This design comes from an exercise in tuning for small area, a short achievable clock period and few clock cycles on the open sky130 flow, not from production work. The RTL was checked by simulation tests, not by an equivalence proof against the original design. Power is estimated from default activity; no workload was simulated.

===== flow/design.v =====
module flowtex_core (
    input  wire         clk,
    input  wire         rst,
    input  wire         cmd_valid,
    input  wire [7:0]   cmd,
    output wire         cmd_ready,
    input  wire [255:0] frame_in,
    input  wire [23:0]  raw_flow_in,
    input  wire [23:0]  raw_range_in,
    input  wire [31:0]  alpha_in,
    input  wire [7:0]   order_in,
    input  wire [31:0]  value_in,
    output reg          rsp_valid,
    output reg  [1:0]   rsp_status,
    output reg  [31:0]  rsp_value,
    output reg          df_valid,
    output reg  [23:0]  df_flow,
    output reg  [15:0]  df_temp,
    output reg  [23:0]  df_range,
    output reg  [79:0]  df_serial,
    output reg  [31:0]  df_fwver,
    output reg  [31:0]  df_fwcs,
    output reg  [31:0]  cfg_alpha,
    output reg  [7:0]   cfg_order
);
    localparam integer  MAX_ORDER     = 8;
    localparam [31:0]   DEFAULT_ALPHA = 32'h3F000000;    
    localparam [7:0]    DEFAULT_ORDER = 8'd1;
    localparam [31:0]   ONE           = 32'h3F800000;
    localparam [1:0] ST_OK = 2'd0, ST_CHECKSUM = 2'd1, ST_CFG_IGNORED = 2'd2,
                     ST_ILLEGAL = 2'd3;
    localparam [7:0] OP_DECODE = 8'h01, OP_CONVERT = 8'h02, OP_CONFIGURE = 8'h03,
                     OP_RESET = 8'h04, OP_PROCESS = 8'h05, OP_GETVALUE = 8'h06;
    localparam [2:0] S_IDLE = 3'd0, S_CV_MUL = 3'd1, S_CV_DIV = 3'd2,
                     S_PR_ONEM = 3'd3, S_PR_M1 = 3'd4, S_PR_M2 = 3'd5,
                     S_PR_ADD = 3'd6;
    reg [2:0]  state;
    reg        init;                        
    reg [31:0] cached;
    reg [31:0] stage [0:MAX_ORDER-1];
    reg [31:0] op_a, op_b;                  
    reg        cv_neg;
    reg [31:0] cur;                         
    reg [31:0] one_minus;
    reg [31:0] m1, m2;
    reg [7:0]  idx;
    assign cmd_ready = (state == S_IDLE);
    wire accept = cmd_valid && cmd_ready;
    reg [7:0] gsum;
    integer   k;
    always @(*) begin
        gsum = 8'd0;
        for (k = 0; k < 32; k = k + 1)
            gsum = gsum + frame_in[8*k +: 8];
    end
    wire        raw_neg = raw_flow_in[23];
    wire [23:0] raw_neg24 = 24'd0 - raw_flow_in;
    wire [23:0] mag = raw_neg ? {1'b0, raw_neg24[22:0]} : raw_flow_in;
    function [31:0] i2f;
        input [23:0] n;
        integer j;
        reg [4:0] msb;
        reg [23:0] sh;
        begin
            msb = 5'd0;
            for (j = 0; j < 24; j = j + 1)
                if (n[j]) msb = j[4:0];
            sh = n << (5'd23 - msb);
            if (n == 24'd0)
                i2f = 32'd0;
            else
                i2f = {1'b0, 8'd127 + {3'b0, msb}, sh[22:0]};
        end
    endfunction
    wire alpha_ok = !alpha_in[31] && (alpha_in[30:0] != 31'd0) &&
                    (alpha_in[30:0] < ONE[30:0]);
    wire order_ok = (order_in >= 8'd1) && (order_in <= MAX_ORDER);
    reg  [31:0] mul_a, mul_b, add_a, add_b;
    wire [31:0] mul_y, add_y;
    wire [31:0] stage_i = stage[idx[2:0]];
    always @(*) begin
        case (state)
            S_PR_M1: begin mul_a = cfg_alpha; mul_b = stage_i; end
            S_PR_M2: begin mul_a = one_minus; mul_b = cur;     end
            default: begin mul_a = op_a;      mul_b = op_b;    end
        endcase
        if (state == S_PR_ONEM) begin
            add_a = ONE;  add_b = {~cfg_alpha[31], cfg_alpha[30:0]};
        end else begin
            add_a = m1;   add_b = m2;
        end
    end
    ftx_fmul u_fmul (.a(mul_a), .b(mul_b), .y(mul_y));
    ftx_fadd u_fadd (.a(add_a), .b(add_b), .y(add_y));
    wire        div_start = (state == S_CV_MUL);
    wire        div_done;
    wire [31:0] div_q;
    ftx_cdiv u_cdiv (.clk(clk), .rst(rst), .start(div_start), .p(mul_y),
                     .done(div_done), .q(div_q));
    integer s;
    always @(posedge clk) begin
        if (rst) begin
            state      <= S_IDLE;
            rsp_valid  <= 1'b0;
            rsp_status <= ST_OK;
            rsp_value  <= 32'd0;
            df_valid   <= 1'b0;
            df_flow    <= 24'd0;
            df_temp    <= 16'd0;
            df_range   <= 24'd0;
            df_serial  <= 80'd0;
            df_fwver   <= 32'd0;
            df_fwcs    <= 32'd0;
            cfg_alpha  <= DEFAULT_ALPHA;
            cfg_order  <= DEFAULT_ORDER;
            init       <= 1'b0;
            cached     <= 32'd0;
            for (s = 0; s < MAX_ORDER; s = s + 1)
                stage[s] <= 32'd0;
            op_a       <= 32'd0;
            op_b       <= 32'd0;
            cv_neg     <= 1'b0;
            cur        <= 32'd0;
            one_minus  <= 32'd0;
            m1         <= 32'd0;
            m2         <= 32'd0;
            idx        <= 8'd0;
        end else begin
            rsp_valid <= 1'b0;
            case (state)
                S_IDLE: if (accept) begin
                    rsp_status <= ST_OK;
                    rsp_value  <= 32'd0;
                    case (cmd)
                        OP_DECODE: begin
                            rsp_valid <= 1'b1;
                            if (gsum != 8'd0) begin
                                rsp_status <= ST_CHECKSUM;
                            end else begin
                                df_flow   <= frame_in[23:0];
                                df_temp   <= frame_in[47:32];
                                df_range  <= frame_in[79:56];
                                df_serial <= frame_in[167:88];
                                df_fwver  <= frame_in[207:176];
                                df_fwcs   <= frame_in[247:216];
                                df_valid  <= 1'b1;
                            end
                        end
                        OP_CONVERT: begin
                            if (mag == 24'd0 || raw_range_in == 24'd0) begin
                                rsp_valid <= 1'b1;           
                            end else begin
                                op_a   <= i2f(mag);
                                op_b   <= i2f(raw_range_in);
                                cv_neg <= raw_neg;
                                state  <= S_CV_MUL;
                            end
                        end
                        OP_CONFIGURE: begin
                            rsp_valid <= 1'b1;
                            if (alpha_ok && order_ok) begin
                                cfg_alpha <= alpha_in;
                                cfg_order <= order_in;
                            end else begin
                                rsp_status <= ST_CFG_IGNORED;
                            end
                        end
                        OP_RESET: begin
                            rsp_valid <= 1'b1;
                            for (s = 0; s < MAX_ORDER; s = s + 1)
                                if (s < cfg_order) stage[s] <= value_in;
                        end
                        OP_PROCESS: begin
                            if (!init)
                                for (s = 0; s < MAX_ORDER; s = s + 1)
                                    if (s < cfg_order) stage[s] <= value_in;
                            init  <= 1'b1;
                            cur   <= value_in;
                            idx   <= 8'd0;
                            state <= S_PR_ONEM;
                        end
                        OP_GETVALUE: begin
                            rsp_valid <= 1'b1;
                            rsp_value <= cached;
                        end
                        default: begin
                            rsp_valid  <= 1'b1;
                            rsp_status <= ST_ILLEGAL;
                        end
                    endcase
                end
                S_CV_MUL: state <= S_CV_DIV;
                S_CV_DIV: if (div_done) begin
                    rsp_valid <= 1'b1;
                    rsp_value <= {cv_neg, div_q[30:0]};
                    state     <= S_IDLE;
                end
                S_PR_ONEM: begin
                    one_minus <= add_y;
                    state     <= S_PR_M1;
                end
                S_PR_M1: begin
                    m1    <= mul_y;
                    state <= S_PR_M2;
                end
                S_PR_M2: begin
                    m2    <= mul_y;
                    state <= S_PR_ADD;
                end
                S_PR_ADD: begin
                    stage[idx[2:0]] <= add_y;
                    cur             <= add_y;
                    if (idx + 8'd1 == cfg_order) begin
                        cached    <= add_y;
                        rsp_valid <= 1'b1;
                        rsp_value <= add_y;
                        state     <= S_IDLE;
                    end else begin
                        idx   <= idx + 8'd1;
                        state <= S_PR_M1;
                    end
                end
                default: state <= S_IDLE;
            endcase
        end
    end
endmodule
module ftx_fmul (
    input  wire [31:0] a,
    input  wire [31:0] b,
    output reg  [31:0] y
);
    localparam [31:0] QNAN = 32'h7FC00000;
    wire       sa = a[31], sb = b[31];
    wire [7:0] ea = a[30:23], eb = b[30:23];
    wire [22:0] fa = a[22:0], fb = b[22:0];
    wire a_nan  = (ea == 8'hFF) && (fa != 0);
    wire b_nan  = (eb == 8'hFF) && (fb != 0);
    wire a_inf  = (ea == 8'hFF) && (fa == 0);
    wire b_inf  = (eb == 8'hFF) && (fb == 0);
    wire a_zero = (ea == 8'h00) && (fa == 0);
    wire b_zero = (eb == 8'h00) && (fb == 0);
    wire sy     = sa ^ sb;
    wire [23:0] ma = {(ea != 0), fa};
    wire [23:0] mb = {(eb != 0), fb};
    wire [9:0]  ea_eff = (ea == 0) ? 10'd1 : {2'b0, ea};
    wire [9:0]  eb_eff = (eb == 0) ? 10'd1 : {2'b0, eb};
    wire [47:0] prod = ma * mb;
    reg  [5:0]  lz;
    integer     i;
    always @(*) begin
        lz = 6'd47;
        for (i = 0; i <= 47; i = i + 1)
            if (prod[i]) lz = 6'd47 - i[5:0];
    end
    wire [47:0] prod_n = prod << lz;
    wire signed [11:0] exp_top = $signed({2'b0, ea_eff}) + $signed({2'b0, eb_eff})
                                 - 12'sd126 - $signed({6'b0, lz});
    wire [31:0] rounded;
    ftx_fp_round #(.W(48)) u_round (
        .sign(sy), .exp_top(exp_top), .sig(prod_n), .result(rounded)
    );
    always @(*) begin
        if (a_nan || b_nan || (a_inf && b_zero) || (a_zero && b_inf))
            y = QNAN;
        else if (a_inf || b_inf)
            y = {sy, 8'hFF, 23'd0};
        else if (a_zero || b_zero)
            y = {sy, 31'd0};
        else
            y = rounded;
    end
endmodule
module ftx_fadd (
    input  wire [31:0] a,
    input  wire [31:0] b,
    output reg  [31:0] y
);
    localparam [31:0] QNAN = 32'h7FC00000;
    wire a_nan = (a[30:23] == 8'hFF) && (a[22:0] != 0);
    wire b_nan = (b[30:23] == 8'hFF) && (b[22:0] != 0);
    wire a_inf = (a[30:23] == 8'hFF) && (a[22:0] == 0);
    wire b_inf = (b[30:23] == 8'hFF) && (b[22:0] == 0);
    wire        swap = (b[30:0] > a[30:0]);
    wire [31:0] x = swap ? b : a;
    wire [31:0] z = swap ? a : b;
    wire [7:0]  ex = x[30:23], ez = z[30:23];
    wire [23:0] mx = {(ex != 0), x[22:0]};
    wire [23:0] mz = {(ez != 0), z[22:0]};
    wire [7:0]  ex_eff = (ex == 0) ? 8'd1 : ex;
    wire [7:0]  ez_eff = (ez == 0) ? 8'd1 : ez;
    wire [7:0]  d = ex_eff - ez_eff;
    wire [26:0] mx_ext = {mx, 3'b000};
    reg  [26:0] mz_ext;
    reg  [53:0] mz_wide;
    always @(*) begin
        mz_wide = {mz, 30'd0} >> ((d > 8'd27) ? 8'd27 : d);
        mz_ext  = {mz_wide[53:28], |mz_wide[27:0]};
    end
    wire        subtract = x[31] ^ z[31];
    wire [27:0] sum = subtract ? ({1'b0, mx_ext} - {1'b0, mz_ext})
                               : ({1'b0, mx_ext} + {1'b0, mz_ext});
    reg  [4:0]  lz;
    integer     i;
    always @(*) begin
        lz = 5'd27;
        for (i = 0; i <= 27; i = i + 1)
            if (sum[i]) lz = 5'd27 - i[4:0];
    end
    wire [27:0] sum_n = sum << lz;
    wire signed [11:0] exp_top = $signed({4'b0, ex_eff}) + 12'sd1 - $signed({7'b0, lz});
    wire [31:0] rounded;
    ftx_fp_round #(.W(28)) u_round (
        .sign(x[31]), .exp_top(exp_top), .sig(sum_n), .result(rounded)
    );
    always @(*) begin
        if (a_nan || b_nan || (a_inf && b_inf && (a[31] != b[31])))
            y = QNAN;
        else if (a_inf)
            y = a;
        else if (b_inf)
            y = b;
        else if (sum == 0)
            y = {a[31] & b[31], 31'd0};
        else
            y = rounded;
    end
endmodule
module ftx_fp_round #(
    parameter W = 48
) (
    input  wire               sign,
    input  wire signed [11:0] exp_top,
    input  wire [W-1:0]       sig,
    output reg  [31:0]        result
);
    reg  [W-1:0]   s;
    reg  [2*W-1:0] wide;
    reg  [11:0]    sh;
    reg  [8:0]     e;
    reg            guard, sticky, up;
    reg  [31:0]    packed_val;
    reg  [9:0]     e_out;
    always @(*) begin
        s = sig;
        e = 9'd0;
        if (exp_top < 12'sd1) begin
            sh = 12'sd1 - exp_top;
            if (sh > W + 1) sh = W + 1;
            wide = {sig, {W{1'b0}}} >> sh;
            s = wide[2*W-1:W] | {{(W-1){1'b0}}, |wide[W-1:0]};
            e = 9'd0;
        end else begin
            sh = 12'd0;
            wide = {2*W{1'b0}};
            e = exp_top[8:0];
        end
        guard  = s[W-25];
        sticky = |s[W-26:0];
        up     = guard & (sticky | s[W-24]);
        {e_out, packed_val[22:0]} = {1'b0, e, s[W-2:W-24]} + {32'd0, up};
        if (exp_top > 12'sd254 || e_out >= 10'd255)
            result = {sign, 8'hFF, 23'd0};
        else
            result = {sign, e_out[7:0], packed_val[22:0]};
    end
endmodule
module ftx_cdiv (
    input  wire        clk,
    input  wire        rst,
    input  wire        start,
    input  wire [31:0] p,
    output reg         done,
    output reg  [31:0] q
);
    localparam [23:0] MD = 24'hFFFFFE;
    reg        busy;
    reg [4:0]  count;
    reg [24:0] rem;
    reg [26:0] quo;
    reg [7:0]  ep;
    wire       ge      = (rem >= {1'b0, MD});
    wire [24:0] rem_sub = ge ? (rem - {1'b0, MD}) : rem;
    wire        top    = quo[26];
    wire [23:0] mant   = top ? quo[26:3] : quo[25:2];
    wire        guard  = top ? quo[2] : quo[1];
    wire        sticky = (top ? (|quo[1:0]) : quo[0]) | (rem != 0);
    wire        up     = guard & (sticky | mant[0]);
    wire [7:0]  e_res  = top ? (ep - 8'd22) : (ep - 8'd23);
    wire [30:0] res    = {e_res, mant[22:0]} + {30'd0, up};
    always @(posedge clk) begin
        if (rst) begin
            busy  <= 1'b0;
            done  <= 1'b0;
            count <= 5'd0;
            rem   <= 25'd0;
            quo   <= 27'd0;
            ep    <= 8'd0;
            q     <= 32'd0;
        end else begin
            done <= 1'b0;
            if (start) begin
                busy  <= 1'b1;
                count <= 5'd0;
                rem   <= {1'b0, 1'b1, p[22:0]};
                quo   <= 27'd0;
                ep    <= p[30:23];
            end else if (busy) begin
                if (count == 5'd27) begin
                    busy <= 1'b0;
                    done <= 1'b1;
                    q    <= {1'b0, res};
                end else begin
                    quo   <= {quo[25:0], ge};
                    rem   <= {rem_sub[23:0], 1'b0};
                    count <= count + 5'd1;
                end
            end
        end
    end
endmodule

===== flow/run.sh =====
#!/bin/bash
# synth_recipe.tcl (not shown) runs the flow's synth.tcl, then flattens the netlist and writes it again
# the make line also repeats each setting of config.mk as NAME=value (left out here)
make -C /OpenROAD-flow-scripts/flow DESIGN_CONFIG=/design/flow/config.mk WORK_HOME=/design/flow/orfs CLKGATE_MAP_FILE= SYNTH_SCRIPT=/design/flow/synth_recipe.tcl finish

===== flow/config.mk =====
export PLATFORM = sky130hd
export DESIGN_NAME = flowtex_core
export DESIGN_NICKNAME = flowtex_core
export VERILOG_FILES = /design/flow/design.v
export SDC_FILE = /design/flow/constraint.sdc
export NUM_CORES = 4
export LEC_CHECK = 0
export CAP_MARGIN = 20
export CORE_MARGIN = 2
export CORE_UTILIZATION = 30
export SLEW_MARGIN = 20

===== flow/constraint.sdc =====
create_clock -name core_clock -period 25.0 [get_ports {clk}]
set_input_delay 5.0000 -clock core_clock [delete_from_list [all_inputs] [get_ports {clk}]]
set_output_delay 5.0000 -clock core_clock [all_outputs]
set_load 0.01 [all_outputs]

==> flow_metrics.py <==
metrics = {
    "synth": {
        "synth.avg_cell_area_sq_um": 8.136,
        "syn_area_sq_mm": 0.08979,
        "synth_seq_cells": 876,
        "synth.most_common_cell": "nand2_1",
        "syn_inst": 11040,
        "synth_edf_count": 256,
        "yosysSeqAreaShare": 0.2238,
        "synth_top_area_frac": 0.1494,
        "synthArstFlopShare": 0,
        "yosysTopAreaCell": "fa_1",
        "ys_top_cells_by_area": "fa_1 15%, dfxtp_1 14%, edfxtp_1 8.6%, nand2_1 6.4%, mux2i_1 5.7%",
        "synth_common_cells": "1542 x nand2_1, 1014 x nor2_1, 850 x inv_1",
        "ys.flop_type": "dfxtp_1",
        "syn-num-nets": 12420,
        "yosys.cell_types.count": 130,
        "yosysWarnings": 6,
    },
    "critical_path": {
        "worst-setup-path-type": "flop to flop",
        "max_stage_delay_ns": 0.99,
        "cp_slowest_cell": "o41ai_1",
        "required_ns": 25.68,
        "r2r_cells": 80,
        "arrival_ns": 24.42,
        "crit_top_cell": "a21oi_1",
        "startpoint_type": "flop",
        "worst-path-max-fanout": 64,
        "end_kind": "flop",
    },
    "sta": {
        "clock.fmax_mhz": 42.13,
        "fin_crit_ns": 23.74,
        "setup_tns_ns": 0,
        "maxSlewHeadroom": 0.1366,
        "grt_setup_unrepaired": "false",
        "setup_viol": 0,
        "hold_violations": 0,
        "skew_ns": 0.08408,
        "maxSlewViolCount": 0,
        "worst_pin_slew_ns": 1.295,
        "setup_slack_ns": 1.263,
        "final.period_utilization": 0.9495,
    },
    "drt": {
        "drtAntennaViolNets": 0,
        "vias_per_cell": 5.880,
        "totalWireLength_um": 426900,
        "via_count": 90770,
        "dr.first_iter.drc_count": 12140,
        "firstDrtPassIters": 8,
        "drc": 0,
        "wire_per_inst_um": 27.66,
    },
    "die": {
        "die_w_um": 551.1,
        "die_y_um": 551.1,
        "die_area_sq_mm": 0.3037,
        "io_pins": 672,
        "start_util": 0.3020,
        "core-area_sq_mm": 0.2973,
        "rows": 200,
    },
    "cts": {
        "worstSkewPairLatency_ns": 0.90,
        "path_clk_slew_ns": 0.06,
        "cts_sinks": 876,
        "ctsHoldBuffers": 0,
        "cts.htree.levels": 3,
        "cts_tree": "yes",
        "max-clock-path-buffers": 4,
        "root_buffer": "clkbuf_16",
        "cts_buffers": 107,
    },
    "power": {
        "leakagePower_uw": 0.03986,
        "p_per_area_mw_per_mm2": 57.01,
        "vdd_drop_max_mv": 0.4429,
    },
    "min_path": {
        "min_path_type": "flop to flop",
        "hold_path_depth": 2,
    },
    "global_routing": {
        "grt.total_usage": 0.2715,
        "grt_pass1_vias": 85590,
        "grt_first_pass_wirelength_um": 612200,
        "grt_max_degree": 126,
        "antenna_found_initial": 53,
        "grt-ovfl-total": 0,
    },
    "place": {
        "gp_congestion": 1.022,
        "dp_slack_ns": 1.120,
        "hpwl_um": 332500,
        "port_buffers": 671,
    },
    "run": {
        "maxCapViolations": 0,
    },
    "cells_and_area": {
        "synthToLayoutAreaGrowth_pct": 16.75,
        "drive_gt1_frac": 0.07151,
        "final_nets": 12750,
    },
    "run_status": {
        "status": "complete, no violations",
    },
}
-- what timing repair did --
action / CTS / global route
setup buffers: 0 / 3
setup endpoints to repair: 0 / 355
gates resized for setup: 0 / 7
endpoints found under the hold margin: 0 / 0
-- cell usage in the layout, fill, tap and decap left out, types with 240 or more instances in the layout --
master,netlist,layout
nand3_1,301,297
dfxtp_1,620,614
edfxtp_1,256,256
o21ai_0,489,484
fa_1,670,670
a21oi_1,591,590
buf_4,4,254
nand2_1,1542,1537
mux2i_1,514,514
ha_1,324,324
inv_1,850,849
nor2_1,1014,1005
o22ai_1,260,240
clkdlybuf4s50_1,0,670
-- path summary, 6_finish.rpt --
path,startpoint,to,slack (ns)
min reg2reg,cached[10]$_SDFFE_PP0P_,cached[10]$_SDFFE_PP0P_,0.46
max,state[1]$_SDFFE_PP0P_,stage[1][0]$_DFFE_PP_,1.26
max reg2reg,state[1]$_SDFFE_PP0P_,stage[1][0]$_DFFE_PP_,1.26
min,cached[10]$_SDFFE_PP0P_,cached[10]$_SDFFE_PP0P_,0.46
-- where the power goes --
group	internal [uW]	leakage (uW)	switching, uW
logic	1300	0.0305	1560
clock network	917	0.00175	701
registers	1480	0.00761	11.0
-- cell type report --
type	instances	area (sq um)
Inverter	858	3228
Sequential cell	876	20110
Clock buffer	137	2932
Tap cell	3939	4928
Multi-Input combinational cell	8596	64240
Clock inverter	58	603.1
Antenna cell	45	112.6
Fill cell	31050	192400
Timing Repair Buffer	928	8680
-- through the flow --
step	hold WS, ns	total power (uW)	std cells	cell area, sq um	utilization
after CTS	0.4548	6024	15390	104600	0.3520
after global placement	0.4412	4314	15190	101100	0.3400
final	0.4572	5977	15440	104800	0.3527
after floorplan	0.4315	3604	11040	89790	-
after global routing	0.4758	6424	15420	104800	0.3525
after detailed placement	0.4461	4408	15190	101100	0.3401
-- registers in the layout, summed over array words and instances (netlist names), 8 cells and up, named ones only --
| name | flops |
|---|---|
| u_cdiv.quo | 27 |
| m1 | 32 |
| op_a | 31 |
| cfg_order | 8 |
| df_temp | 16 |
| op_b | 31 |
| m2 | 32 |
| cfg_alpha | 32 |
| rsp_value | 32 |
| stage | 256 |
| idx | 8 |
| cur | 32 |
| df_flow | 24 |
| df_fwcs | 32 |
| df_fwver | 32 |
| one_minus | 32 |
| df_serial | 80 |
| u_cdiv.q | 31 |
| cached | 32 |
| u_cdiv.rem | 25 |
| u_cdiv.ep | 8 |
| df_range | 24 |
-- critical path, delay by kind of cell, from the launching register on --
family	cells	cell delay, ns
DFF	1	0.44
xor gates and xnor gates	1	0.41
and+or+nand+nor	31	9.50
adders and majority gates	5	1.73
AOI/OAI and AO/OA	31	8.43
muxes	3	1.05
buffers and inverters	9	1.89
-- cell families (layout without fill, tap and decap cells) --
| family | count (synthesis) | count (layout) | synth area share |
|---|---|---|---|
| buffers and inverters | 1566 | 1981 | 0.06656 |
| and+or+nand+nor | 3949 | 3951 | 0.2004 |
| muxes | 631 | 631 | 0.08128 |
| AOI/OAI and AO/OA | 2701 | 2701 | 0.2023 |
| adders and majority gates | 994 | 994 | 0.1945 |
| xor gates and xnor gates | 319 | 319 | 0.03112 |
| other | 0 | 45 | 0 |
| DFF | 876 | 876 | 0.2238 |
-- layer usage --
metal / vias up / track usage / routed length [um]
li1: 39820 / - / -
met1: 44370 / 0.3350 / 161000
met2: 5488 / 0.4202 / 187800
met3: 1080 / 0.07485 / 46800
met4: 14 / 0.1656 / 31040
met5: - / 0 / 265
Testbench counts, summed over its fixed seeds: cycles 98,952.

## separate check: timing with driven ports
The results above use ideal ports. As a check the final layout listed here was re-extracted and re-timed, cells and wires unchanged. Step 1, drivers: a clkbuf_16 drives clk and a buf_2 each remaining input, both assumed. Step 2 adds t to the input delays and takes it off the output delays; t is the mean of the earliest and latest rising clock arrival at the registers after step 1. Input paths then give back, and output paths get back, about the clock's delay inside the block. a / b / c = ideal / step 1 / step 2; a / b = the first two.
shift t [ns]: 0.959
setup WS [ns]: 1.263 / 1.263 / 1.263
worst hold slack (ns): 0.457 / 0.457 / 0.457
latest minus earliest clock arrival (ns): 0.099 / 0.099
worst data-port slew with drivers (ns): 0.31
After both steps setup and hold are still met in this run. The setup slack of this run moves by 0.000 ns with the drivers and by 0.000 ns with both steps.
